Background: an optimization exercise with open tools, aiming at small area. Do not read the settings as production practice.
Only simulation tests tie the RTL to the original design; equivalence was not proved.
Power and IR drop assume default switching activity.

==> design/flow/design.v <==
module zec (
    input  wire        clk,
    input  wire        rst,
    input  wire        t_valid,
    input  wire [39:0] t_cmd,
    output wire        t_ready,
    output reg         t_rsp_valid,
    output wire [39:0] t_rsp,
    input  wire        h_valid,
    input  wire [39:0] h_cmd,
    output wire        h_ready,
    output reg         h_rsp_valid,
    output wire [39:0] h_rsp,
    output reg         hnote
);
    localparam [2:0] ST_OK        = 3'd0;
    localparam [2:0] ST_EMPTY     = 3'd1;
    localparam [2:0] ST_FULL      = 3'd2;
    localparam [2:0] ST_NOT_READY = 3'd3;
    localparam [2:0] ST_VMISMATCH = 3'd4;
    localparam [2:0] ST_BAD_ARG   = 3'd5;
    localparam [2:0] ST_ILLEGAL   = 3'd6;
    localparam [2:0] K_ZERO = 3'd0;
    localparam [2:0] K_BYTE = 3'd1;    
    localparam [2:0] K_CNT  = 3'd3;    
    localparam [2:0] K_SSR  = 3'd4;
    localparam [2:0] K_STAT = 3'd5;    
    localparam [2:0] K_DESC = 3'd6;    
    localparam [2:0] K_IDX  = 3'd7;    
    reg [1:0]   hs;
    reg [7:0]   seq;
    reg         nen, npend;
    reg [3:0]   rxh, rxt, txh, txt;
    reg [127:0] rxm, txm;            
    reg [7:0]   zrun;
    reg [7:0]   zk;                  
    reg         zload;               
    reg         esc;
    reg [31:0]  txc, rxc;
    reg         prio_t;
    reg [2:0]   r_st, r_kind;
    reg [4:0]   r_ptr;
    wire hs0  = (hs == 2'd0);
    wire fire = npend & nen & ~hs0;
    assign t_ready = ~rst & ~fire & ~(h_valid & ~prio_t);
    assign h_ready = ~rst & ~fire & ~(t_valid &  prio_t);
    wire gt = t_valid & t_ready;
    wire gh = h_valid & h_ready;
    wire [7:0] rd_rx = rxm[8*r_ptr[3:0] +: 8];
    wire [7:0] rd_tx = txm[8*r_ptr[3:0] +: 8];
    wire [7:0] rd    = r_ptr[4] ? rd_tx : rd_rx;
    wire       rd80  = (rd == 8'h80);
    wire [7:0] zeff = zload ? (rd80 ? 8'd0 : rd) : zk;
    wire       zpos = |zeff[7:1];
    wire [3:0] rxcnt    = rxh - rxt;
    wire [3:0] txcnt    = txh - txt;
    wire       rx_empty = (rxh == rxt);
    wire       tx_empty = (txh == txt);
    wire       rx_full  = (rxcnt == 4'd15);
    wire       rx_one   = (rxcnt == 4'd1);
    wire [3:0] rxt1     = rxt + 4'd1;
    wire [3:0] rxt2     = rxt + 4'd2;
    wire [15:0] rx80;
    genvar gi;
    generate
        for (gi = 0; gi < 16; gi = gi + 1) begin : g_rx80
            assign rx80[gi] = (rxm[8*gi +: 8] == 8'h80);
        end
    endgenerate
    wire t80 = rx80[rxt];
    wire [7:0] top  = t_cmd[39:32];
    wire       t_hi0 = ~|t_cmd[31:8];
    wire       t_lo0 = ~|t_cmd[7:0];
    wire [7:0] tb   = t_cmd[7:0];
    wire tS  = (top == 8'h01);
    wire tG  = (top == 8'h02);
    wire tP  = (top == 8'h03);
    wire tF  = (top == 8'h04);
    wire tU  = (top == 8'h05);
    wire tO  = (top == 8'h06);
    wire tN  = (top == 8'h07);
    wire tSg = (top == 8'h08);
    wire tR  = (top == 8'h09);
    wire tT  = (top == 8'h0A);
    wire t_legal = ((tS | tG | tF | tO | tSg | tR) & t_hi0 & t_lo0) |
                   ((tP | tU | tN | tT) & t_hi0);
    wire t_g1    = tG | tP | tF | tU | tO;
    wire t_ok    = t_legal & ~(t_g1 & hs0);
    wire [7:0] hop  = h_cmd[39:32];
    wire       h_hi0 = ~|h_cmd[31:8];
    wire       h_lo0 = ~|h_cmd[7:0];
    wire [7:0] hb   = h_cmd[7:0];
    wire hR  = (hop == 8'h81);
    wire hNg = (hop == 8'h82);
    wire hD  = (hop == 8'h83);
    wire hU  = (hop == 8'h84);
    wire hO  = (hop == 8'h85);
    wire hK  = (hop == 8'h86);
    wire hI  = (hop == 8'h87);
    wire hSg = (hop == 8'h88);
    wire h_legal = ((hR | hSg | hO) & h_hi0 & h_lo0) | hNg | hK |
                   ((hD | hU | hI) & h_hi0);
    wire h_ok    = h_legal & ~(hNg & hs0) & ~((hD | hU | hO) & ~hs[1]);
    wire [3:0] pk_head = h_cmd[9] ? txh : rxh;
    wire [3:0] pk_tail = h_cmd[9] ? txt : rxt;
    wire       pk_occ  = (h_cmd[3:0] - pk_tail) < (pk_head - pk_tail);
    wire eT = gt & t_ok;
    wire eH = gh & h_ok;
    wire z254 = (zrun == 8'd254);
    wire z128 = (zrun == 8'd128);
    wire znz  = |zrun;
    wire tb80 = (tb == 8'h80);
    wire absorb = tP & t_lo0 & ~z254;
    wire e255   = tP & t_lo0 &  z254;
    wire p2     = e255 | (~tU & znz & ~z128);
    wire p4     = ~tU & z128;
    wire x1     = tU | (tP & ~t_lo0 & ~tb80);
    wire x2     = tP & tb80;
    wire [2:0] elen = {p4, p2, 1'b0} + {1'b0, x2, x1};
    wire [7:0] zz   = {zrun[7:1], zrun[0] | e255};
    wire fit = ({1'b0, txcnt} + {2'b0, elen}) < 5'd16;
    wire [7:0] E0 = (p2 | p4) ? 8'h80 : tb;
    wire [7:0] E1 = p4 ? 8'h7F : p2 ? zz : 8'h80;
    wire [7:0] E2 = p2 ? tb : 8'h80;
    wire [7:0] E3 = p2 ? 8'h80 : 8'h01;
    wire [7:0] E4 = tb;
    wire [7:0] E5 = 8'h80;
    wire emit_cmd = (tP & ~absorb) | tF | (tU & ~t_lo0);
    wire tx_write = eT & emit_cmd & fit;
    wire rx_write = eH & hU & ~h_lo0 & ~rx_full;
    wire g_pop   = ~zpos & ~rx_empty;               
    wire g_esc   = g_pop & ~esc & t80;              
    wire g_trunc = g_esc & rx_one;                  
    wire g_cnt   = g_pop & (esc | t80) & ~g_trunc;  
    wire g_byte  = g_pop & ~esc & ~t80;             
    wire g_ok    = zpos | g_byte | g_cnt;
    wire t_bad   = (tU & t_lo0) | (tN & ~t_lo0) | (tT & (|tb[7:1]));
    wire t_empty = (tG & ~g_ok) | (tO & rx_empty);
    wire t_full  = emit_cmd & ~fit;
    wire [2:0] st_t = !t_legal ? ST_ILLEGAL : !t_ok ? ST_NOT_READY :
                      t_bad ? ST_BAD_ARG : t_empty ? ST_EMPTY :
                      t_full ? ST_FULL : ST_OK;
    wire h_match = (h_cmd[31:8] == 24'hBEEF01);
    wire h_bad   = (hD & (hb > 8'd4)) | (hU & h_lo0) | (hI & (|hb[7:2])) |
                   (hK & ~((h_cmd[31:4] == 28'h2000010) || (h_cmd[31:4] == 28'h2000020)));
    wire h_vm    = hNg & ~h_match;
    wire h_full  = hU & rx_full;
    wire h_empty = hO & tx_empty;
    wire [2:0] st_h = !h_legal ? ST_ILLEGAL : !h_ok ? ST_NOT_READY :
                      h_bad ? ST_BAD_ARG : h_vm ? ST_VMISMATCH :
                      h_full ? ST_FULL : h_empty ? ST_EMPTY : ST_OK;
    wire [2:0] st = gh ? st_h : st_t;
    reg  [2:0] kind;
    wire [4:0] ptr = gh ? (hO ? {1'b1, txt} : {h_cmd[9], h_cmd[3:0]}) :
                     tT ? {1'b0, t_cmd[3:0]} : (tG & g_esc) ? {1'b0, rxt1} : {1'b0, rxt};
    always @(*) begin
        kind = K_ZERO;
        if (gh) begin
            if (h_ok) begin
                if (hR | hNg)
                    kind = K_SSR;
                else if (h_bad)
                    kind = K_ZERO;
                else if (hD)
                    kind = K_DESC;
                else if ((hO & ~tx_empty) | (hK & pk_occ))
                    kind = K_BYTE;
                else if (hI)
                    kind = K_IDX;
            end
        end else begin
            if (t_ok) begin
                if (tG)
                    kind = g_byte ? K_BYTE : g_cnt ? K_CNT : K_ZERO;
                else if (tO & ~rx_empty)
                    kind = K_BYTE;
                else if (tR)
                    kind = K_SSR;
                else if (tT & ~t_bad)
                    kind = K_STAT;
            end
        end
    end
    wire xS = eT & tS;
    wire xG = eT & tG;
    wire xO = eT & tO;
    wire xP = eT & tP;
    wire note = (xG & g_pop) | (xO & ~rx_empty) | (tx_write & (elen != 3'd0));
    wire clr  = xS;
    wire [7:0] n_seq   = fire ? seq + 8'd1 : xS ? 8'd0 : seq;
    wire       n_npend = fire ? 1'b0 : xS ? 1'b0 :
                         (note | (eT & tSg) | (eH & hSg)) ? 1'b1 : npend;
    wire [1:0] n_hs    = xS ? 2'd1 :
                         (eH & hNg) ? (h_match ? ((hs == 2'd1) ? 2'd2 : hs) : 2'd1) :
                         ((eH & hU & ~h_lo0) | (eH & hO)) ? 2'd3 : hs;
    wire       n_nen   = (eT & tN & t_lo0) ? 1'b1 : nen;
    wire       n_esc   = xS ? 1'b0 : (xG & g_trunc) ? 1'b1 : (xG & g_cnt) ? 1'b0 : esc;
    wire       n_zload = xG & g_cnt;
    wire [7:0] n_zk    = xS ? 8'd0 : (xG & zpos) ? zeff - 8'd1 : zeff;
    wire [7:0] n_zrun  = xS ? 8'd0 : (xP & absorb) ? zrun + 8'd1 :
                         (eT & emit_cmd & ~tU & fit) ? 8'd0 : zrun;
    wire       inc_tx  = xP & (absorb | fit);
    wire       inc_rx  = xG & g_ok;
    wire [3:0] n_rxh   = xS ? 4'd0 : rx_write ? rxh + 4'd1 : rxh;
    wire [3:0] n_rxt   = xS ? 4'd0 : (xG & g_cnt & ~esc) ? rxt2 :
                         ((xG & g_pop) | (xO & ~rx_empty)) ? rxt1 : rxt;
    wire [3:0] n_txh   = xS ? 4'd0 : tx_write ? txh + {1'b0, elen} : txh;
    wire [3:0] n_txt   = xS ? 4'd0 : (eH & hO & ~tx_empty) ? txt + 4'd1 : txt;
    always @(posedge clk) begin
        if (rst) begin
            hs          <= 2'd0;
            seq         <= 8'd0;
            nen         <= 1'b0;
            npend       <= 1'b0;
            rxh         <= 4'd0;
            rxt         <= 4'd0;
            txh         <= 4'd0;
            txt         <= 4'd0;
            zrun        <= 8'd0;
            zk          <= 8'd0;
            zload       <= 1'b0;
            esc         <= 1'b0;
            txc         <= 32'd0;
            rxc         <= 32'd0;
            prio_t      <= 1'b1;
            t_rsp_valid <= 1'b0;
            h_rsp_valid <= 1'b0;
            hnote       <= 1'b0;
        end else begin
            hs          <= n_hs;
            seq         <= n_seq;
            nen         <= n_nen;
            npend       <= n_npend;
            rxh         <= n_rxh;
            rxt         <= n_rxt;
            txh         <= n_txh;
            txt         <= n_txt;
            zrun        <= n_zrun;
            zk          <= n_zk;
            zload       <= n_zload;
            esc         <= n_esc;
            if (clr)
                txc <= 32'd0;
            else if (inc_tx)
                txc <= txc + 32'd1;
            if (clr)
                rxc <= 32'd0;
            else if (inc_rx)
                rxc <= rxc + 32'd1;
            if (gt)
                prio_t <= 1'b0;
            else if (gh)
                prio_t <= 1'b1;
            t_rsp_valid <= gt;
            h_rsp_valid <= gh;
            hnote       <= fire;
        end
    end
    always @(posedge clk) begin
        r_st   <= st;
        r_kind <= kind;
        r_ptr  <= ptr;
    end
    wire [7:0]  zz7f  = p4 ? 8'h7F : zz;
    wire [7:0]  lane0 = txh[0] ? zz7f : tb;    
    wire [7:0]  lane1 = txh[0] ? tb : zz7f;    
    wire pz = ~(p2 | p4);
    generate
        for (gi = 0; gi < 16; gi = gi + 1) begin : g_slot
            wire [3:0] d = gi[3:0] - txh;
            reg        sel, c01;
            always @(*) begin
                sel = 1'b0;
                c01 = 1'b0;
                case (d[2:0])
                    3'd0: sel = pz;
                    3'd1: sel = ~pz;
                    3'd2: sel = p2;
                    3'd3: c01 = p4;
                    3'd4: sel = 1'b1;
                    default: ;
                endcase
            end
            wire [7:0] lane = (gi % 2) ? lane1 : lane0;
            wire [7:0] wdat = sel ? lane : (c01 ? 8'h01 : 8'h80);
            always @(posedge clk) begin
                if (rx_write && rxh == gi[3:0])
                    rxm[8*gi +: 8] <= hb;
                if (tx_write && d < {1'b0, elen})
                    txm[8*gi +: 8] <= wdat;
            end
        end
    endgenerate
    reg [31:0] dat;
    always @(*) begin
        case (r_kind)
            K_BYTE: dat = {24'd0, rd};
            K_CNT:  dat = {24'd0, rd80, 7'd0};
            K_SSR:  dat = {hs0 ? 24'd0 : 24'hBEEF01, seq};
            K_STAT: dat = r_ptr[0] ? rxc : txc;
            K_DESC: begin
                case (r_ptr[2:0])
                    3'd0:    dat = 32'h2000_0100;
                    3'd1:    dat = 32'd16;
                    3'd2:    dat = 32'h2000_0200;
                    3'd3:    dat = 32'd16;
                    default: dat = 32'h0000_0001;
                endcase
            end
            K_IDX: begin
                case (r_ptr[1:0])
                    2'd0:    dat = {28'd0, rxh};
                    2'd1:    dat = {28'd0, rxt};
                    2'd2:    dat = {28'd0, txh};
                    default: dat = {28'd0, txt};
                endcase
            end
            default: dat = 32'd0;
        endcase
    end
    assign t_rsp = {5'd0, r_st, dat};
    assign h_rsp = {5'd0, r_st, dat};
endmodule
==> design/flow/flow/run.sh <==
#!/bin/bash
# Layout flow: the standard flow (standard synthesis unchanged), with
# smaller port buffers, a clock tree of fewer, larger sink clusters without
# dummy loads, and downsizing of gates with slack after global routing.
set -euo pipefail
export BUFFER_PORTS_ARGS="-buffer_cell sky130_fd_sc_hd__buf_1"
export CTS_ARGS="-sink_clustering_enable -repair_clock_nets -dont_use_dummy_load -buf_list sky130_fd_sc_hd__clkbuf_16 -sink_clustering_size 22 -sink_clustering_max_diameter 100"
export RECOVER_POWER=100

bash standard.sh finish MATCH_CELL_FOOTPRINT=0 > standard.log 2>&1
==> design/flow/standard.sh <==
#!/bin/bash
# synth_recipe.tcl (not shown) runs the flow's synth.tcl, then flattens the netlist and writes it again
# the make line also repeats each setting of config.mk as NAME=value (left out here)
make -C /OpenROAD-flow-scripts/flow DESIGN_CONFIG=/design/flow/config.mk WORK_HOME=/design/flow/orfs CLKGATE_MAP_FILE= SYNTH_SCRIPT=/design/flow/synth_recipe.tcl "${@:-finish}"
==> design/flow/config.mk <==
export PLATFORM = sky130hd
export DESIGN_NAME = zec
export DESIGN_NICKNAME = zec
export VERILOG_FILES = /design/flow/design.v
export SDC_FILE = /design/flow/constraint.sdc
export NUM_CORES = 4
export LEC_CHECK = 0
export CAP_MARGIN = 0
export CORE_MARGIN = 2
export CORE_UTILIZATION = 60
export SLEW_MARGIN = 0
==> design/flow/constraint.sdc <==
create_clock -name core_clock -period 13.0 [get_ports {clk}]
set_input_delay 2.6000 -clock core_clock [delete_from_list [all_inputs] [get_ports {clk}]]
set_output_delay 2.6000 -clock core_clock [all_outputs]
set_load 0.01 [all_outputs]
==> flow_metrics.env, run 1 <==
export IMPL_period_minus_slack_ns=9.85
export IMPL_dieArea_mm2=0.0366
export IMPL_cts_buffer_depth=3
export IMPL_gp_congestion=1.01
export IMPL_synth_warnings=1
export IMPL_fillerInstances=2795
export IMPL_hold_violations=0
export IMPL_synth_top_area_share_pct=36.5
export IMPL_grt_util_met2_pct=54.2
export IMPL_multi_input_area_mm2=0.00992
export IMPL_ff_latch_area_mm2=0.0102
export IMPL_clock_latency_ns=0.55
export IMPL_diodes=0
export IMPL_io_buffers=158
export IMPL_final_area_mm2=0.0222
export IMPL_h_tree_depth=1
export IMPL_placed_cell_area_mm2=0.0218
export IMPL_cts_buffers=21
export IMPL_ant_nets=0
export IMPL_pwr_share_seq_pct=61.4
export IMPL_syn_to_final_growth_pct=5.31
export IMPL_synthTopCellsByCount="256 x edfxtp_1, 235 x nor2_1, 125 x dfxtp_1, 122 x mux2i_1, 109 x nand2_1"
export IMPL_place_inst=2492
export IMPL_maxCapViolCount=10
export IMPL_cts_sinks=381
export IMPL_fmax_mhz=102
export IMPL_drc=0
export IMPL_clk_pin_slew_worst_paths_ns=0.10
export IMPL_worst_pin_slew_ns=4.21
export IMPL_grt_pass1_vias=15400
export IMPL_violatedChecks="max-capacitance violations, max-slew violations"
export IMPL_p_comb_share_pct=6.8
export IMPL_power_density_mw_per_mm2=94.9
export IMPL_path_class="reg2out"
export IMPL_worstPathArrival_ns=7.25
export IMPL_drt_vias_per_instance=6.68
export IMPL_setup_ws_ns=3.15
export IMPL_drive_gt1_share_pct=4.96
export IMPL_critPathRequiredTime_ns=10.40
export IMPL_status="failed layout checks"
export IMPL_synthTopCellsByArea="edfxtp_1 36%, dfxtp_1 12%, mux2i_1 5.8%, nor2_1 4.2%, ha_1 4.0%"
export IMPL_internal_power_mw=1.62
export IMPL_cpMaxStageDelayCell="clkbuf_1"
export IMPL_ctsHoldBuffers=0
export IMPL_fin_setup_tns_ns=0
export IMPL_cts_resized=0
export IMPL_slew_violations=311
export IMPL_synthCells=1977
export IMPL_rsz0062_at_grt="false"
export IMPL_initial_core_util_pct=61.0
export IMPL_wl_um=65800
export IMPL_synth_edf_count=256
export IMPL_utilization_pct=64.3
export IMPL_avgSynthCellArea_um2=10.7
export IMPL_worst_setup_path_start_kind="register"
export IMPL_finalCritPeriodShare_pct=75.7
export IMPL_end_kind="primary output"
export IMPL_clock_power_share_pct=31.8
export IMPL_max_slew_margin_pct=-181
export IMPL_post_cts_buffers=0
export IMPL_synth_flop_cell="edfxtp_1"
export IMPL_drt_iter0_drc=2450
export IMPL_ys_types=86
export IMPL_ys_seq_elements=381
export IMPL_first_pass_iters=5
export IMPL_route_vias_total=16800
export IMPL_antenna_found_initial=0
export IMPL_ios=169
export IMPL_cts_root_buf="clkbuf_16"
export IMPL_crit_chain="clkbuf_1, mux2i_1, mux4_2, a32oi_1, and2_0, a211oi_1, nand4_1, o21ai_0, buf_1"
export IMPL_die_h_um=191
export IMPL_die_w_um=191
export IMPL_setup_violations=0
export IMPL_overflow=0
export IMPL_grt_pass1_wl_um=96100
export IMPL_grt_busiest_layer="met2"
export IMPL_instances_no_fill=2513
export IMPL_rows=68
export IMPL_max_stage_delay_ns=2.98
export IMPL_yosys_area_top_type="edfxtp_1"
export IMPL_layout_nets=2218
export IMPL_min_path_type="reg2reg"
export IMPL_p_switching_mw=0.483
export IMPL_tritoncts="yes"
export IMPL_finalClockSkew_ns=0.0317
export IMPL_core_area_mm2=0.0345
export IMPL_grt_use_met1_pct=52.0
export IMPL_p_leak_nw=6.84
export IMPL_place_ws_ns=5.34
export IMPL_grt_util_all_layers_pct=35.6
export IMPL_async_flop_share_pct=0
export IMPL_grt_max_degree=97
export IMPL_syn_cell_area_mm2=0.0211
export IMPL_swShare_pct=22.9
export IMPL_cp_max_fo=67
export IMPL_drt_wirelength_per_cell_um=26.2
export IMPL_dp_hpwl_um=49200
export IMPL_synth_most_common_cell="edfxtp_1"
export IMPL_vdd_drop_max_uv=106
export IMPL_use_met3_pct=5.91
export IMPL_ys_seq_area_share_pct=48.3
==> layout by cell type, fill, tap and decap left out, types with 9 or more instances in the layout <==
master,count
a31oi_1,10
nor2_1,235
mux2_2,9
inv_1,61
edfxtp_1,256
o21a_1,10
buf_4,14
o21ai_0,88
nand4_1,28
mux2i_1,122
nor3_1,58
clkbuf_1,17
buf_1,157
o211ai_1,14
and3_1,17
nand2_1,109
a22oi_1,30
a211oi_1,19
dfxtp_1,123
a21oi_1,90
nand3_1,50
xor2_1,29
or2_2,9
mux4_2,36
nand2b_1,14
conb_1,10
clkbuf_16,21
xnor2_1,48
or3_1,36
nor2b_1,31
a21o_1,11
nor4b_1,18
ha_1,68
and2_1,14
nor4_1,44
nor3b_1,11
==> registers in the layout (all words and copies together), names as in the netlist, 4 cells and up <==
| signal | flops |
|---|---|
| rxh | 4 |
| txm | 128 |
| r_ptr | 5 |
| seq | 8 |
| rxm | 128 |
| txc | 32 |
| txt | 4 |
| zk | 8 |
| zrun | 8 |
| rxt | 4 |
| txh | 4 |
| rxc | 32 |
==> final cells by class <==
cell class              instances  area share (%)
clock buffers                  21            2.37
repair buffers                188            3.42
inverters                      62            1.05
multi-input cells            1406            44.7
well taps                     455            2.56
flip-flops and latches        381            45.9
==> power groups by stage <==
| stage | clock, mW | combinational, mW | sequential (mW) |
|---|---|---|---|
| global route | 0.716 | 0.150 | 1.29 |
| global placement | 0 | 0.137 | 1.32 |
| floorplan | 0 | 0.0856 | 1.31 |
| CTS | 0.676 | 0.139 | 1.29 |
| finish | 0.671 | 0.143 | 1.29 |
| detailed placement | 0 | 0.139 | 1.32 |
==> cells by family (layout without fill, tap and decap cells) <==
family	count (synthesis)	in the layout	share of synthesized area [%]
buf+inv	199	271	4.61
other cells	1	10	0.0178
xor+xnor	77	77	3.20
fa+ha+maj	75	75	4.66
mux	174	174	10.8
compound gates	351	351	10.9
simple gates	719	719	17.5
flops	381	381	48.3
==> through the flow <==
stage / power (mW) / hold WS [ns]
after CTS: 2.11 / 0.496
final: 2.11 / 0.503
after global routing: 2.16 / 0.534
after floorplan: 1.40 / 0.437
after detailed placement: 1.46 / 0.482
after global placement: 1.46 / 0.452
==> final timing paths <==
| path | startpoint | end | slack (ns) | cells past startpoint |
|---|---|---|---|---|
| max reg2reg | r_ptr[4] | rxc[17] | 3.92 | 12 |
| min | nen | nen | 0.50 | 2 |
| min reg2reg | nen | nen | 0.50 | 2 |
| max | r_ptr[4] | h_rsp[7] | 3.15 | 9 |
==> metal layers <==
metal	vias up	routed length [um]
met5	-	0
met3	157	7100
met1	8150	27000
li1	7461	-
met2	1026	29000
met4	0	2630
==> critical path: cells and delay by family, from the launching register on <==
kind	cells	cell delay, ns
and+or+nand+nor	2	0.51
AOI/OAI and AO/OA	3	0.65
DFF	1	0.86
buffers and inverters	2	3.16
muxes	2	1.48
==> inputs of run 2 (changes only) <==
==> design/flow/flow/run.sh (replaced) <==
#!/bin/bash
# Layout flow: the standard flow (standard synthesis unchanged), with
# smaller port buffers and a clock tree of fewer, larger sink clusters
# without dummy loads.
set -euo pipefail
export BUFFER_PORTS_ARGS="-buffer_cell sky130_fd_sc_hd__buf_1"
export CTS_ARGS="-sink_clustering_enable -repair_clock_nets -dont_use_dummy_load -buf_list sky130_fd_sc_hd__clkbuf_16 -sink_clustering_size 22 -sink_clustering_max_diameter 100"
bash standard.sh finish > standard.log 2>&1
==> flow_metrics.env, run 2 <==
export IMPL_synthTopCellsByCount="256 x edfxtp_1, 235 x nor2_1, 125 x dfxtp_1, 122 x mux2i_1, 109 x nand2_1"
export IMPL_synth_simple_area_share_pct=17.5
export IMPL_period_minus_slack_ns=7.33
export IMPL_synth_xor_area_share_pct=3.20
export IMPL_rsz0062_at_grt="false"
export IMPL_cts_resized=0
export IMPL_drive_gt1_share_pct=6.41
export IMPL_synth_adder_area_share_pct=4.66
export IMPL_cp_max_fo=67
export IMPL_clk_pin_slew_worst_paths_ns=0.10
export IMPL_min_path_type="reg2reg"
export IMPL_layout_common_cells="256 x edfxtp_1, 235 x nor2_1, 158 x buf_1"
export IMPL_worst_setup_path_start_kind="register"
export IMPL_die_h_um=191
export IMPL_path_class="reg2out"
export IMPL_grt_pass1_vias=15400
export IMPL_drt_iter0_drc=2435
export IMPL_dieArea_mm2=0.0366
export IMPL_syn_cell_area_mm2=0.0211
export IMPL_multi_input_area_mm2=0.00999
export IMPL_ios=169
export IMPL_wl_um=65600
export IMPL_diodes=0
export IMPL_grt_pass1_wl_um=96100
export IMPL_setup_violations=0
export IMPL_io_buffers=158
export IMPL_yosys_area_top_type="edfxtp_1"
export IMPL_hold_violations=0
export IMPL_synth_top_family_by_area="simple AND/OR/NAND/NOR gates"
export IMPL_worstPathArrival_ns=4.73
export IMPL_cts_buffer_depth=3
export IMPL_overflow=0
export IMPL_layout_nets=2218
export IMPL_status="finished clean"
export IMPL_core_area_mm2=0.0345
export IMPL_vdd_drop_max_uv=107
export IMPL_crit_chain="buf_4, mux2i_1, mux4_2, a32oi_1, and2_1, a211oi_1, nand4_1, o21ai_0, buf_1"
export IMPL_power_density_mw_per_mm2=94.2
export IMPL_final_common_cell="edfxtp_1"
export IMPL_finalClockSkew_ns=0.0295
export IMPL_antenna_found_initial=0
export IMPL_hold_slack_ns=0.500
export IMPL_die_w_um=191
export IMPL_fmax_mhz=136
export IMPL_regToRegEndpoint="rxc[17]"
export IMPL_cpMaxStageDelayCell="dfxtp_4"
export IMPL_end_kind="primary output"
export IMPL_biggestRegsByFlops="rxm: 128 flops, txm: 128 flops"
export IMPL_fin_setup_tns_ns=0
export IMPL_reg2reg_depth=12
export IMPL_synthTopCellsByArea="edfxtp_1 36%, dfxtp_1 12%, mux2i_1 5.8%, nor2_1 4.2%, ha_1 4.0%"
export IMPL_max_stage_delay_ns=0.87
export IMPL_synth_top_area_share_pct=36.5
export IMPL_rows=68
export IMPL_ff_latch_area_mm2=0.0102
export IMPL_drc=0
export IMPL_gp_congestion=1.01
export IMPL_synth_compound_area_share_pct=10.9
export IMPL_dp_hpwl_um=49200
export IMPL_grt_max_degree=97
export IMPL_async_flop_share_pct=0
export IMPL_r2r_start="r_ptr[4]"
export IMPL_avgSynthCellArea_um2=10.7
export IMPL_grt_util_all_layers_pct=35.6
export IMPL_critPathRequiredTime_ns=10.40
export IMPL_ctsHoldBuffers=0
export IMPL_synth_mux_area_fraction_pct=10.8
export IMPL_max_slew_margin_pct=16.0
export IMPL_drt_wirelength_per_cell_um=26.1
export IMPL_clock_latency_ns=0.54
export IMPL_initial_core_util_pct=61.0
export IMPL_synthCells=1977
export IMPL_cts_root_buf="clkbuf_16"
export IMPL_p_leak_nw=6.93
export IMPL_ant_nets=0
export IMPL_first_pass_iters=6
export IMPL_crit_start="r_ptr[4]"
export IMPL_syn_to_final_growth_pct=5.94
export IMPL_synth_edf_count=256
export IMPL_endpoint="h_rsp[7]"
export IMPL_worst_pin_slew_ns=1.26
export IMPL_tritoncts="yes"
export IMPL_ys_seq_elements=381
export IMPL_finalCritPeriodShare_pct=56.4
export IMPL_post_cts_buffers=0
export IMPL_slew_violations=0
export IMPL_h_tree_depth=1
export IMPL_cts_buffers=21
export IMPL_drt_vias_per_instance=6.70
export IMPL_cts_sinks=381
export IMPL_synth_most_common_cell="edfxtp_1"
export IMPL_ys_types=86
export IMPL_maxCapViolCount=0
export IMPL_ys_seq_area_share_pct=48.3
export IMPL_synth_warnings=1
export IMPL_synth_flop_cell="edfxtp_1"
export IMPL_r2r_slack_ns=7.36
export IMPL_fillerInstances=2762
export IMPL_route_vias_total=16800
==> run 2: final cells by class <==
cell class	instances	share of cell area [%]
inverter	62	1.04
sequential	381	45.7
timing repair buffer	188	3.66
multi-input combinational	1406	44.7
clock buffer	21	2.35
tap	455	2.55
==> run 2: metal layers <==
metal / track usage [%] / wire length (um) / up-vias
li1: - / - / 7465
met1: 52.0 / 27100 / 8179
met2: 54.2 / 28900 / 1041
met3: 5.91 / 7050 / 155
met4: 11.7 / 2600 / 0
met5: 0 / 0 / -
==> run 2: kinds of logic (layout without fill, tap and decap cells) <==
logic type      Yosys count  count (layout)
simple gates            719             719
flops                   381             381
compound gates          351             351
buf+inv                 199             271
mux                     174             174
xor+xnor                 77              77
fa+ha+maj                75              75
other cells               1              10
==> run 2: critical path: cells and delay by family, from the launching register on <==
| kind | cells | cell delay, ns |
|---|---|---|
| AOI/OAI and AO/OA | 3 | 0.92 |
| buffers and inverters | 2 | 1.05 |
| DFF | 1 | 0.87 |
| muxes | 2 | 0.83 |
| and+or+nand+nor | 2 | 0.45 |
==> run 2: how the worst min path moves through the flow <==
stage                  from       to  slack [ns]  cells past startpoint
finish              rxc[31]  rxc[31]        0.50                      2
global route        rxc[31]  rxc[31]        0.53                      2
CTS                 rxc[31]  rxc[31]        0.50                      2
detailed placement  rxc[31]  rxc[31]        0.48                      2
global placement        nen      nen        0.45                      2
floorplan               nen      nen        0.44                      2
==> run 2: through the flow <==
step                      instance area [um^2]  total power [mW]  setup WS, ns  std cells  utilization, %
after CTS                                22300              2.11          5.82       2513            64.6
after global placement                   21800              1.46          5.51       2492            63.1
after floorplan                          21100              1.40          5.84       1986               -
final                                    22300              2.10          5.67       2513            64.6
after global routing                     22300              2.16          5.52       2513            64.6
after detailed placement                 21800              1.46          5.34       2492            63.1
==> run 2: report_power, final <==
group          internal [mW]  leakage [nW]  switching (mW)  total, mW
logic                 0.0480          3.51          0.0952      0.143
registers               1.29          3.17         0.00656       1.29
clock network          0.289         0.259           0.380      0.669
==> inputs of run 3 (changes only) <==
==> design/flow/flow/run.sh (replaced) <==
#!/bin/bash
# Layout flow: the standard flow (standard synthesis unchanged), with
# smaller port buffers and a clock tree of fewer, larger sink clusters
# without dummy loads.
set -euo pipefail
export BUFFER_PORTS_ARGS="-buffer_cell sky130_fd_sc_hd__buf_1"
export CTS_ARGS="-sink_clustering_enable -repair_clock_nets -dont_use_dummy_load -buf_list sky130_fd_sc_hd__clkbuf_8 -sink_clustering_size 15 -sink_clustering_max_diameter 90"
bash standard.sh finish > standard.log 2>&1
==> flow_metrics.env, run 3 <==
export IMPL_status="finished clean"
export IMPL_fin_setup_tns_ns=0
export IMPL_hold_violations=0
export IMPL_synth_most_common_cell="edfxtp_1"
export IMPL_die_h_um=191
export IMPL_dp_hpwl_um=49200
export IMPL_end_kind="primary output"
export IMPL_setup_violations=0
export IMPL_slew_violations=0
export IMPL_ys_seq_elements=381
export IMPL_synthCells=1977
export IMPL_synth_warnings=1
export IMPL_cts_sinks=381
export IMPL_worst_setup_path_start_kind="register"
export IMPL_setup_ws_ns=5.59
export IMPL_layout_common_cells="256 x edfxtp_1, 235 x nor2_1, 158 x buf_1"
export IMPL_route_vias_total=16800
export IMPL_period_minus_slack_ns=7.41
export IMPL_drt_wirelength_per_cell_um=26.1
export IMPL_final_area_mm2=0.0222
export IMPL_cts_buffer_depth=3
export IMPL_placed_cell_area_mm2=0.0218
export IMPL_synth_edf_count=256
export IMPL_ys_types=86
export IMPL_cpMaxStageDelayCell="dfxtp_4"
export IMPL_ant_nets=0
export IMPL_power_density_mw_per_mm2=90.4
export IMPL_clk_pin_slew_worst_paths_ns=0.10
export IMPL_biggestRegsByFlops="rxm: 128 flops, txm: 128 flops"
export IMPL_h_tree_depth=1
export IMPL_die_w_um=191
export IMPL_ctsHoldBuffers=0
export IMPL_ios=169
export IMPL_drt_vias_per_instance=6.66
export IMPL_grt_pass1_vias=15500
export IMPL_critPathRequiredTime_ns=10.40
export IMPL_yosys_area_top_type="edfxtp_1"
export IMPL_maxCapViolCount=0
export IMPL_regToRegEndpoint="rxc[17]"
export IMPL_r2r_start="r_ptr[4]"
export IMPL_synth_top_area_share_pct=36.5
export IMPL_diodes=0
export IMPL_cp_max_fo=67
export IMPL_grt_pass1_wl_um=96100
export IMPL_cts_root_buf="clkbuf_8"
export IMPL_synth_flop_cell="edfxtp_1"
export IMPL_place_ws_ns=5.34
export IMPL_ys_seq_area_share_pct=48.3
export IMPL_worst_pin_slew_ns=1.31
export IMPL_r2r_slack_ns=7.39
export IMPL_first_pass_iters=6
export IMPL_drt_iter0_drc=2201
export IMPL_place_inst=2492
export IMPL_io_buffers=158
export IMPL_p_leak_nw=6.88
export IMPL_path_class="reg2out"
export IMPL_fmax_mhz=135
export IMPL_worstPathArrival_ns=4.81
export IMPL_layout_nets=2226
export IMPL_synthTopCellsByArea="edfxtp_1 36%, dfxtp_1 12%, mux2i_1 5.8%, nor2_1 4.2%, ha_1 4.0%"
export IMPL_drc=0
export IMPL_hold_slack_ns=0.497
export IMPL_max_stage_delay_ns=0.86
export IMPL_finalCritPeriodShare_pct=57.0
export IMPL_cts_resized=0
export IMPL_cts_buffers=29
export IMPL_dieArea_mm2=0.0366
export IMPL_grt_util_all_layers_pct=35.7
export IMPL_vdd_drop_max_uv=103
export IMPL_instances_no_fill=2521
export IMPL_initial_core_util_pct=61.0
export IMPL_post_cts_buffers=0
export IMPL_wl_um=65800
export IMPL_crit_start="r_ptr[4]"
export IMPL_clock_latency_ns=0.65
export IMPL_overflow=0
export IMPL_grt_max_degree=97
export IMPL_syn_to_final_growth_pct=5.34
export IMPL_antenna_found_initial=1
export IMPL_avgSynthCellArea_um2=10.7
export IMPL_rsz0062_at_grt="false"
export IMPL_async_flop_share_pct=0
export IMPL_rows=68
export IMPL_final_common_cell="edfxtp_1"
export IMPL_drive_gt1_share_pct=6.78
export IMPL_crit_chain="buf_4, mux2i_1, mux4_2, a32oi_1, and2_1, a211oi_1, nand4_1, o21ai_0, buf_1"
export IMPL_max_slew_margin_pct=11.7
export IMPL_syn_cell_area_mm2=0.0211
export IMPL_endpoint="h_rsp[7]"
export IMPL_reg2reg_depth=12
export IMPL_synthTopCellsByCount="256 x edfxtp_1, 235 x nor2_1, 125 x dfxtp_1, 122 x mux2i_1, 109 x nand2_1"
export IMPL_core_area_mm2=0.0345
export IMPL_min_path_type="reg2reg"
export IMPL_tritoncts="yes"
export IMPL_finalClockSkew_ns=0.0553
export IMPL_gp_congestion=1.01
## run 3: cell count changes in the layout (fill, tap and decap cells not counted), sizes merged
cell / before / now
clkbuf: 21 / 29
## run 3: cell families (layout without fill, tap and decap cells)
group / count (synthesis) / after routing / synth area share, %
AO/OA/AOI/OAI: 351 / 351 / 10.9
XOR/XNOR: 77 / 77 / 3.20
adder cells (fa/ha/maj): 75 / 75 / 4.66
buffers and inverters: 199 / 279 / 4.61
flip-flops: 381 / 381 / 48.3
multiplexers: 174 / 174 / 10.8
other: 1 / 10 / 0.0178
AND/OR/NAND/NOR: 719 / 719 / 17.5
## run 3: how the worst min path moves through the flow
stage            start  slack (ns)      end  cells past startpoint
2_1_floorplan      nen        0.44      nen                      2
3_3_place_gp       nen        0.45      nen                      2
3_5_place_dp   rxc[31]        0.48  rxc[31]                      2
4_1_cts        rxc[31]        0.50  rxc[31]                      2
5_1_grt        rxc[31]        0.54  rxc[31]                      2
6_report       rxc[31]        0.50  rxc[31]                      2
## run 3: critical path: cells and delay by family (launching register included)
kind / cells / cell delay (ns)
flip-flops: 1 / 0.86
AND/OR/NAND/NOR: 2 / 0.44
multiplexers: 2 / 0.83
buffers and inverters: 2 / 1.04
AO/OA/AOI/OAI: 3 / 0.92
## run 3: cell type report
type                            instances  area (um^2)
Clock buffer                           29          399
Fill cell                            2777        12300
Inverter                               62          233
Multi-Input combinational cell       1406         9990
Sequential cell                       381        10200
Tap cell                              455          569
Timing Repair Buffer                  188          818
## run 3: metal layers
| layer | vias up | global-route usage, % | routed length [um] |
|---|---|---|---|
| met1 | 8159 | 50.5 | 26700 |
| li1 | 7481 | - | - |
| met5 | - | 0 | 0 |
| met2 | 986 | 54.4 | 29000 |
| met3 | 173 | 8.13 | 7460 |
| met4 | 0 | 12.1 | 2620 |
## run 3: per-stage QoR
stage	power [mW]	utilization [%]
final	2.01	64.3
after global routing	2.06	64.3
after CTS	2.01	64.3
after detailed placement	1.46	63.1
after global placement	1.46	63.1
after floorplan	1.40	-
## run 3: power breakdown
part           switching (mW)  internal, mW
registers             0.00650          1.29
logic                  0.0949        0.0480
clock network           0.373         0.199
==> inputs of run 4 (changes only) <==
==> design/flow/flow/run.sh (replaced) <==
#!/bin/bash
# Layout flow: the standard flow with the standard synthesis unchanged;
# then the synthesis buffers are removed at floorplan (placement is not
# timing driven), ports get the smallest buffer, and the clock tree uses
# clkbuf_8 sink clusters without dummy loads.
set -euo pipefail
export BUFFER_PORTS_ARGS="-buffer_cell sky130_fd_sc_hd__buf_1"
export CTS_ARGS="-sink_clustering_enable -repair_clock_nets -dont_use_dummy_load -buf_list sky130_fd_sc_hd__clkbuf_8 -sink_clustering_size 15 -sink_clustering_max_diameter 90"
bash standard.sh synth > synth.log 2>&1
bash standard.sh finish REMOVE_ABC_BUFFERS=1 > standard.log 2>&1
--- a/design/flow/config.mk
+++ b/design/flow/config.mk
@@ -8,4 +8,5 @@
 export CAP_MARGIN = 0
 export CORE_MARGIN = 2
 export CORE_UTILIZATION = 60
+export GPL_TIMING_DRIVEN = 0
 export SLEW_MARGIN = 0
==> flow_metrics.env, run 4 <==
export IMPL_finalClockSkew_ns=0.107
export IMPL_synth_warnings=1
export IMPL_cts_root_buf="clkbuf_8"
export IMPL_max_slew_margin_pct=-1.20
export IMPL_cp_top_family="simple AND/OR/NAND/NOR gates"
export IMPL_io_buffers=158
export IMPL_synth_edf_count=256
export IMPL_clock_power_share_pct=28.6
export IMPL_cp_common_cell="a21oi_1"
export IMPL_ctsHoldBuffers=0
export IMPL_tritoncts="yes"
export IMPL_drc=0
export IMPL_crit_start="h_cmd[6]"
export IMPL_setup_violations=0
export IMPL_cts_resized=0
export IMPL_layout_nets=2208
export IMPL_swShare_pct=23.7
export IMPL_synthTopCellsByCount="256 x edfxtp_1, 235 x nor2_1, 125 x dfxtp_1, 122 x mux2i_1, 109 x nand2_1"
export IMPL_p_leak_nw=6.83
export IMPL_critPathRequiredTime_ns=13.27
export IMPL_rows=68
export IMPL_cts_sinks=381
export IMPL_synth_most_common_cell="edfxtp_1"
export IMPL_r2r_slack_ns=7.07
export IMPL_max_stage_delay_ns=1.06
export IMPL_overflow=0
export IMPL_path_class="in2reg"
export IMPL_ant_nets=0
export IMPL_clk_pin_slew_worst_paths_ns=0.10
export IMPL_layout_common_cells="256 x edfxtp_1, 235 x nor2_1, 156 x buf_1"
export IMPL_die_h_um=191
export IMPL_worstHoldStart="nen"
export IMPL_power_density_mw_per_mm2=90.6
export IMPL_worst_pin_slew_ns=1.50
export IMPL_async_flop_share_pct=0
export IMPL_dp_hpwl_um=46700
export IMPL_worstPathArrival_ns=8.03
export IMPL_synthCells=1977
export IMPL_route_vias_total=16400
export IMPL_ys_seq_elements=381
export IMPL_p_comb_share_pct=6.8
export IMPL_internal_power_mw=1.53
export IMPL_synthTopCellsByArea="edfxtp_1 36%, dfxtp_1 12%, mux2i_1 5.8%, nor2_1 4.2%, ha_1 4.0%"
export IMPL_vdd_drop_max_uv=93.3
export IMPL_h_tree_depth=1
export IMPL_end_kind="register"
export IMPL_cp_max_fo=17
export IMPL_grt_pass1_wl_um=92100
export IMPL_cts_buffers=29
export IMPL_status="failed layout checks"
export IMPL_rsz0062_at_grt="false"
export IMPL_finalCritPeriodShare_pct=59.7
export IMPL_grt_pass1_vias=15000
export IMPL_cpMaxStageDelayCell="nor4_1"
export IMPL_critPathBufInv=1
export IMPL_initial_core_util_pct=61.0
export IMPL_dieArea_mm2=0.0366
export IMPL_drt_vias_per_instance=6.57
export IMPL_antenna_found_initial=0
export IMPL_min_path_type="reg2reg"
export IMPL_avgSynthCellArea_um2=10.7
export IMPL_syn_cell_area_mm2=0.0211
export IMPL_syn_to_final_growth_pct=5.18
export IMPL_hold_slack_ns=0.497
export IMPL_violatedChecks="max-capacitance violations, max-slew violations"
export IMPL_drive_gt1_share_pct=6.20
export IMPL_pwr_share_seq_pct=64.6
export IMPL_ios=169
export IMPL_cts_buffer_depth=3
export IMPL_synth_top_area_share_pct=36.5
export IMPL_gp_congestion=1.01
export IMPL_fmax_mhz=129
export IMPL_grt_max_degree=63
export IMPL_post_cts_buffers=0
export IMPL_worst_setup_path_start_kind="input port"
export IMPL_maxCapViolCount=1
export IMPL_yosys_area_top_type="edfxtp_1"
export IMPL_ys_seq_area_share_pct=48.3
export IMPL_core_area_mm2=0.0345
export IMPL_drt_wirelength_per_cell_um=25.2
export IMPL_final_common_cell="edfxtp_1"
export IMPL_r2r_start="r_ptr[0]"
export IMPL_fin_setup_tns_ns=0
export IMPL_biggestRegsByFlops="rxm: 128 flops, txm: 128 flops"
export IMPL_wl_um=63000
export IMPL_slew_violations=5
export IMPL_clock_latency_ns=0.66
export IMPL_hold_violations=0
export IMPL_drt_iter0_drc=1846
export IMPL_ys_types=86
export IMPL_die_w_um=191
export IMPL_synth_flop_cell="edfxtp_1"
export IMPL_period_minus_slack_ns=7.77
export IMPL_first_pass_iters=5
export IMPL_crit_chain="buf_1, nor4_1, nand3_1, a21oi_1, o211ai_1, a21oi_1, and2_1, nor3b_1, nand2_1, nor3_1"
export IMPL_grt_util_all_layers_pct=34.0
export IMPL_report_power_total_mw=2.01
export IMPL_p_switching_mw=0.476
export IMPL_diodes=0
## run 4: cell counts after synthesis
No cell type changed its count.
## run 4: worst paths after layout
kind | endpoint | cells after the start
worst max-delay path | rxm[12] | 10
worst max register to register | rxc[31] | 10
worst min register to register | nen | 2
worst min-delay path | nen | 2
## run 4: cell type report
class	count	area (um^2)
clock buffers	29	399
fillers	2806	12400
inverters	62	233
multi-input cells	1406	10000
flip-flops and latches	381	10200
well taps	455	569
repair buffers	170	766
## run 4: metrics by stage
step	cell area [um^2]	setup WS, ns	std cells	utilization (%)
2_1_floorplan	20400	5.13	1849	-
3_3_place_gp	21500	2.95	2462	62.3
3_5_place_dp	21800	4.59	2473	63.0
4_1_cts	22200	5.24	2502	64.2
5_1_grt	22200	5.06	2503	64.2
6_report	22200	5.23	2503	64.2
## run 4: tightest hold or removal path, stage by stage (launching register included)
cell and delay, ns:
dfxtp_1 0.34, a21oi_1 0.05, nor2_1 0.08
## run 4: per-layer routing
| metal | GRT usage [%] | wire length (um) |
|---|---|---|
| met1 | 47.8 | 25800 |
| met2 | 52.1 | 28200 |
| met3 | 7.25 | 6630 |
| met4 | 12.0 | 2430 |
| met5 | 0 | 0 |
## run 4: power by group through the flow
stage                     registers [mW]  logic, mW  clock network (mW)
after floorplan                     1.33     0.0692                   0
after global placement              1.33      0.129                   0
after detailed placement            1.33      0.133                   0
after CTS                           1.30      0.133               0.576
after global routing                1.30      0.143               0.620
final                               1.30      0.137               0.574
## run 4: cells by family after synthesis
group / after synthesis / synth area share (%)
fa+ha+maj: 75 / 4.66
buf+inv: 199 / 4.61
flops: 381 / 48.3
other cells: 1 / 0.0178
xor+xnor: 77 / 3.20
simple gates: 719 / 17.5
mux: 174 / 10.8
compound gates: 351 / 10.9

[separate check: timing with driven ports]
How much do the figures lean on ideal ports? The routed layouts below were timed once more, with nothing changed but the port constraints. Step 1 (the two cells are an assumption about what drives the block):
set clk [get_ports {clk}]
set_driving_cell -lib_cell sky130_fd_sc_hd__clkbuf_16 $clk
set_driving_cell -lib_cell sky130_fd_sc_hd__buf_2 [delete_from_list [all_inputs] $clk]
Step 2, shift: input delay + t, output delay - t, t = (earliest + latest rising clock arrival at the registers) / 2. This alone moves slack from input paths to output paths. Slacks: ideal ports / drivers / drivers and shift; pairs: ideal ports / drivers.
run	shift t [ns]	slack for setup (ns)	clock arrival spread, ns
run 1	0.581	3.153 / 3.102 / 3.683	0.032 / 0.032
run 2	0.580	5.672 / 5.622 / 5.239	0.029 / 0.030
run 3	0.677	5.589 / 5.539 / 5.258	0.056 / 0.056
run 4	0.654	5.233 / 5.257 / 4.603	0.107 / 0.107
For run 4, which loses most, drivers alone change the setup slack by +0.024 ns; drivers and shift together by -0.630 ns.
